From an optimization exercise on the open Yosys and OpenROAD flow, aimed at small area, a short achievable clock period and few clock cycles per item; shortcuts taken in it are not production practice. The RTL was checked by simulation tests, not by an equivalence proof against the original design. Power and IR drop assume default switching activity.

Design ble_rx_deframer, start of the top module:
module ble_rx_deframer (
    input  wire        clk,
    input  wire        rst,             
    input  wire [31:0] cfg_aa,
    input  wire        cfg_phy2m,       
    input  wire [5:0]  cfg_channel,
    input  wire        cfg_whiten,
    input  wire [23:0] cfg_crc_init,
    input  wire        bit_valid,
    input  wire        bit_data,
    input  wire        bit_last,
    output wire        bit_ready,
    output reg         pdu_valid,
    output wire [7:0]  pdu_data,
    output wire        res_valid,
    output wire [11:0] res_flags,
    output wire [15:0] res_sync_pos,
    output wire [31:0] res_aa,
    output wire [15:0] res_hdr,
    output wire [7:0]  res_pdu_len,
    output wire [23:0] res_crc,
    output wire [23:0] res_crc_rx,
    output wire [15:0] res_nbits
);
clock: 8.5 ns
lec_check: 0
cap_margin: 20
core_margin: 2
core_utilization: 40
place_density: 0.6
slew_margin: 20
standard.sh (not shown) runs the stock make flow with config.mk's settings and CLKGATE_MAP_FILE= SYNTH_SCRIPT=/design/flow/synth_recipe.tcl, a recipe that flattens the netlist after the stock synthesis.
==> flow/flow/run.sh <==
#!/bin/bash
# Standard ORFS layout (the standard.sh) with: plain buf_1 cells as the
# port buffers, a larger setup margin for the resizer's timing repair, and a
# clock tree of clkbuf_8 buffers without dummy loads.
set -euo pipefail
cd "$(dirname "${BASH_SOURCE[0]}")/.."
export BUFFER_PORTS_ARGS="-buffer_cell sky130_fd_sc_hd__buf_1"
export SETUP_SLACK_MARGIN=5.8
export CTS_ARGS="-sink_clustering_enable -repair_clock_nets -dont_use_dummy_load -buf_list sky130_fd_sc_hd__clkbuf_8 -sink_clustering_size 16 -sink_clustering_max_diameter 60"
bash standard.sh > standard.log 2>&1
The first run produced a clean layout.
Testbench counts at the start, summed over its fixed seeds: cycles 147,147, bits 146,743.
Edit:
--- a/flow/flow/run.sh
+++ b/flow/flow/run.sh
@@ -8 +8 @@
-export SETUP_SLACK_MARGIN=5.8
+export SETUP_SLACK_MARGIN=5.6
- CORE_UTILIZATION: 40 -> 70
- PLACE_DENSITY: 0.6 -> 0.85
Non-clock buffer count drops by 95. Fmax drops by 0.66%. Power drops by 5.8%. Routed wire length drops by 1.6%. Sequential share of layout area climbs by 5.9 points.
Edit:
- CORE_UTILIZATION: 70 -> 40
- PLACE_DENSITY: 0.85 -> 0.6
Outcome: Final area climbs by 1.7%. Die area climbs by 72%. Utilization drops by 37 points. Setup slack gets better by 0.031 ns.
Edit:
--- a/flow/flow/run.sh
+++ b/flow/flow/run.sh
@@ -8 +8 @@
-export SETUP_SLACK_MARGIN=5.6
+export SETUP_SLACK_MARGIN=5.45
- CORE_UTILIZATION: 40 -> 60
- PLACE_DENSITY: 0.6 -> 0.75
The changed run completed with no timing, DRC or antenna violations.
Design area fell by about 4%.
Sequential power hardly moves.
Register-to-register slack loses 0.09 ns.
Fmax fell by about 1%.
Critical path depth is unchanged.
Setup slack loses 0.029 ns.
Clock skew fell by 0.024 ns.
Routed wire length fell by 5.3%.
Worst hold slack gains 0.025 ns.
Non-clock buffer count fell by 22.
Die area fell by 33%.

* * *

Setup of yarrow:
ble_rx_deframer, a different RTL version from the one above (not shown whole).
Size in the first run: about 770 cells after synthesis, ~220 flip-flops, ~230 I/O pins.
// ble_rx_deframer
module ble_rx_deframer (
    input  wire        clk,
    input  wire        rst,             
    input  wire [31:0] cfg_aa,
    input  wire        cfg_phy2m,       
    input  wire [5:0]  cfg_channel,
    input  wire        cfg_whiten,
    input  wire [23:0] cfg_crc_init,
    input  wire        bit_valid,
    input  wire        bit_data,
    input  wire        bit_last,
    output wire        bit_ready,
    output reg         pdu_valid,
    output wire [7:0]  pdu_data,
    output wire        res_valid,
    output wire [11:0] res_flags,
    output wire [15:0] res_sync_pos,
    output wire [31:0] res_aa,
    output wire [15:0] res_hdr,
    output wire [7:0]  res_pdu_len,
    output wire [23:0] res_crc,
    output wire [23:0] res_crc_rx,
    output wire [15:0] res_nbits
);
Settings: LEC_CHECK=0, CAP_MARGIN=20, CORE_MARGIN=2, CORE_UTILIZATION=60, PLACE_DENSITY=0.75, SLEW_MARGIN=20; clock period 8.5 ns.
==> flow/flow/run.sh <==
#!/bin/bash
# Standard ORFS layout (the standard.sh) with: plain buf_1 cells as the
# port buffers, a larger setup margin for the resizer's timing repair, and a
# clock tree of clkbuf_8 buffers without dummy loads.
set -euo pipefail
cd "$(dirname "${BASH_SOURCE[0]}")/.."
export BUFFER_PORTS_ARGS="-buffer_cell sky130_fd_sc_hd__buf_1"
export SETUP_SLACK_MARGIN=5.55
export CTS_ARGS="-repair_clock_nets -dont_use_dummy_load -buf_list sky130_fd_sc_hd__clkbuf_8 -root_buf sky130_fd_sc_hd__clkbuf_8"
bash standard.sh > standard.log 2>&1
yarrow closes out successfully: all stages finished, all timing, DRC and antenna checks passed.
Testbench counts of yarrow, summed over its fixed seeds: cycles 147,147, bits 146,743.
The following lists how fjord was set up differently from yarrow:
--- a/flow/flow/run.sh
+++ b/flow/flow/run.sh
@@ -6,5 +6,5 @@
 cd "$(dirname "${BASH_SOURCE[0]}")/.."
 export BUFFER_PORTS_ARGS="-buffer_cell sky130_fd_sc_hd__buf_1"
-export SETUP_SLACK_MARGIN=5.55
-export CTS_ARGS="-repair_clock_nets -dont_use_dummy_load -buf_list sky130_fd_sc_hd__clkbuf_8 -root_buf sky130_fd_sc_hd__clkbuf_8"
+export SETUP_SLACK_MARGIN=5.3
+export CTS_ARGS="-repair_clock_nets -dont_use_dummy_load -buf_list sky130_fd_sc_hd__clkbuf_8 -root_buf sky130_fd_sc_hd__clkbuf_16"
 bash standard.sh > standard.log 2>&1
Results
fjord reports a lower register share of the cell area than yarrow does. Between yarrow and fjord, the cell count figures differ only marginally. [fjord vs yarrow] number of global-route vias before repair: lower in fjord. For yarrow, the worst setup path endpoint was res_hdr[9], unlike fjord, where it was res_aa[1]. Delta(number of filler instances in the final layout, fjord - yarrow) > 0.
The inputs of quartz differ from those of fjord as listed below.
--- a/flow/flow/run.sh
+++ b/flow/flow/run.sh
@@ -6,5 +6,5 @@
 cd "$(dirname "${BASH_SOURCE[0]}")/.."
 export BUFFER_PORTS_ARGS="-buffer_cell sky130_fd_sc_hd__buf_1"
-export SETUP_SLACK_MARGIN=5.3
-export CTS_ARGS="-repair_clock_nets -dont_use_dummy_load -buf_list sky130_fd_sc_hd__clkbuf_8 -root_buf sky130_fd_sc_hd__clkbuf_16"
+export SETUP_SLACK_MARGIN=5.55
+export CTS_ARGS="-sink_clustering_enable -repair_clock_nets -dont_use_dummy_load -buf_list sky130_fd_sc_hd__clkbuf_16 -sink_clustering_size 30 -sink_clustering_max_diameter 100 -root_buf sky130_fd_sc_hd__clkbuf_16 -distance_between_buffers 1000 -branching_point_buffers_distance 1000"
 bash standard.sh > standard.log 2>&1
==> comparison <==
Of quartz and fjord, the run reporting the lower global-route track usage on met1 was fjord.
The peak supply drop reported for quartz is greater than that of fjord by 8.6%.
Lower wire length of the first global-routing pass among quartz and fjord: fjord
Against fjord, quartz comes in 1 lower on first-pass iteration count of the detailed router.
#### Input delta (garnet over quartz)
==> flow/flow/run.sh <==
#!/bin/bash
# Standard ORFS layout (the standard.sh) with: plain buf_1 cells as the
# port buffers, a larger setup margin for the resizer's timing repair, and a
# clock tree of clkbuf_8 buffers without dummy loads.
set -euo pipefail
cd "$(dirname "${BASH_SOURCE[0]}")/.."
export BUFFER_PORTS_ARGS="-buffer_cell sky130_fd_sc_hd__buf_1"
export SETUP_SLACK_MARGIN=5.55
export CTS_ARGS="-repair_clock_nets -dont_use_dummy_load -buf_list {sky130_fd_sc_hd__clkbuf_8 sky130_fd_sc_hd__clkbuf_16} -root_buf sky130_fd_sc_hd__clkbuf_16"
bash standard.sh > standard.log 2>&1
### Flow results
- garnet: no failed stages, no open violations at the end
- Summary of garnet over quartz: worst slew margin relative to its limit moved down; post-route DRC violation count was more or less identical; shortest clock period the worst path allows after layout moved down; total wirelength of the detailed-routed design did not really move.
The inputs of lagoon differ from those of garnet as listed below.
Settings: PLACE_DENSITY changed from 0.75 to 0.65; CORE_UTILIZATION changed from 60 to 50.
--- a/flow/flow/run.sh
+++ b/flow/flow/run.sh
@@ -7,4 +7,4 @@
 export BUFFER_PORTS_ARGS="-buffer_cell sky130_fd_sc_hd__buf_1"
 export SETUP_SLACK_MARGIN=5.55
-export CTS_ARGS="-repair_clock_nets -dont_use_dummy_load -buf_list {sky130_fd_sc_hd__clkbuf_8 sky130_fd_sc_hd__clkbuf_16} -root_buf sky130_fd_sc_hd__clkbuf_16"
+export CTS_ARGS="-sink_clustering_enable -repair_clock_nets -dont_use_dummy_load -buf_list sky130_fd_sc_hd__clkbuf_8 -sink_clustering_size 16 -sink_clustering_max_diameter 60 -root_buf sky130_fd_sc_hd__clkbuf_16 -distance_between_buffers 1000 -branching_point_buffers_distance 1000"
 bash standard.sh > standard.log 2>&1
--- outcome ---
Both conditions hold for garnet: the flow ran to the end and the final layout passed the timing, DRC and antenna checks. lagoon was carried through to the last stage, and its layout satisfied the timing, DRC and antenna checks. Going from garnet to lagoon, total number of tap cells went up 45; worst relative slew slack went down by 0.68 points; post-synthesis cell area flat; sum of routed wire length over all layers +4.7%. Reported for lagoon and garnet, number of endpoints failing setup at the final stage turned out identical to the last digit. Per the comparison of lagoon with garnet, final critical-path share of the clock period went up by 0.50 points; row count up 5; worst setup slack after layout -0.042 ns.

## re-timing with driven ports
The flow's constraints put no driver on any port. The routed layouts listed below were extracted and timed again, unchanged, in two steps.
Step 1, drivers: a clkbuf_16 drives clk and a buf_2 each remaining input, both assumed.
Step 2 times the ports against the registers' clock, not the clock port: input delays grow and output delays shrink by t, the midpoint of the rising clock arrivals with the driver on.
Three values: no drivers, after step 1, after step 2; two values: the first two.
run	t (ns)	slack for setup (ns)	worst hold slack (ns)	worst setup path at the end
the first run of note 1	0.565	5.522 / 5.479 / 5.264	0.460 / 0.460 / 0.460	input to register
the second run of note 1	0.542	5.503 / 5.463 / 5.061	0.450 / 0.450 / 0.450	input to register
the third run of note 1	0.547	5.534 / 5.491 / 5.168	0.426 / 0.426 / 0.426	input to register
the fourth run of note 1	0.522	5.504 / 5.466 / 5.005	0.451 / 0.451 / 0.451	input to register
yarrow	0.494	5.644 / 5.609 / 5.834	0.455 / 0.455 / 0.455	register to register
fjord	0.411	5.726 / 5.684 / 5.871	0.454 / 0.454 / 0.454	register to register
quartz	0.474	5.645 / 5.603 / 5.881	0.440 / 0.440 / 0.440	register to register
garnet	0.459	5.691 / 5.652 / 5.818	0.450 / 0.450 / 0.450	register to register
lagoon	0.498	5.649 / 5.608 / 5.833	0.441 / 0.441 / 0.441	register to register
After both steps every run listed still meets setup and hold. For the fourth run of note 1, which loses most, drivers alone change the setup slack by -0.038 ns; drivers and shift together by -0.499 ns.
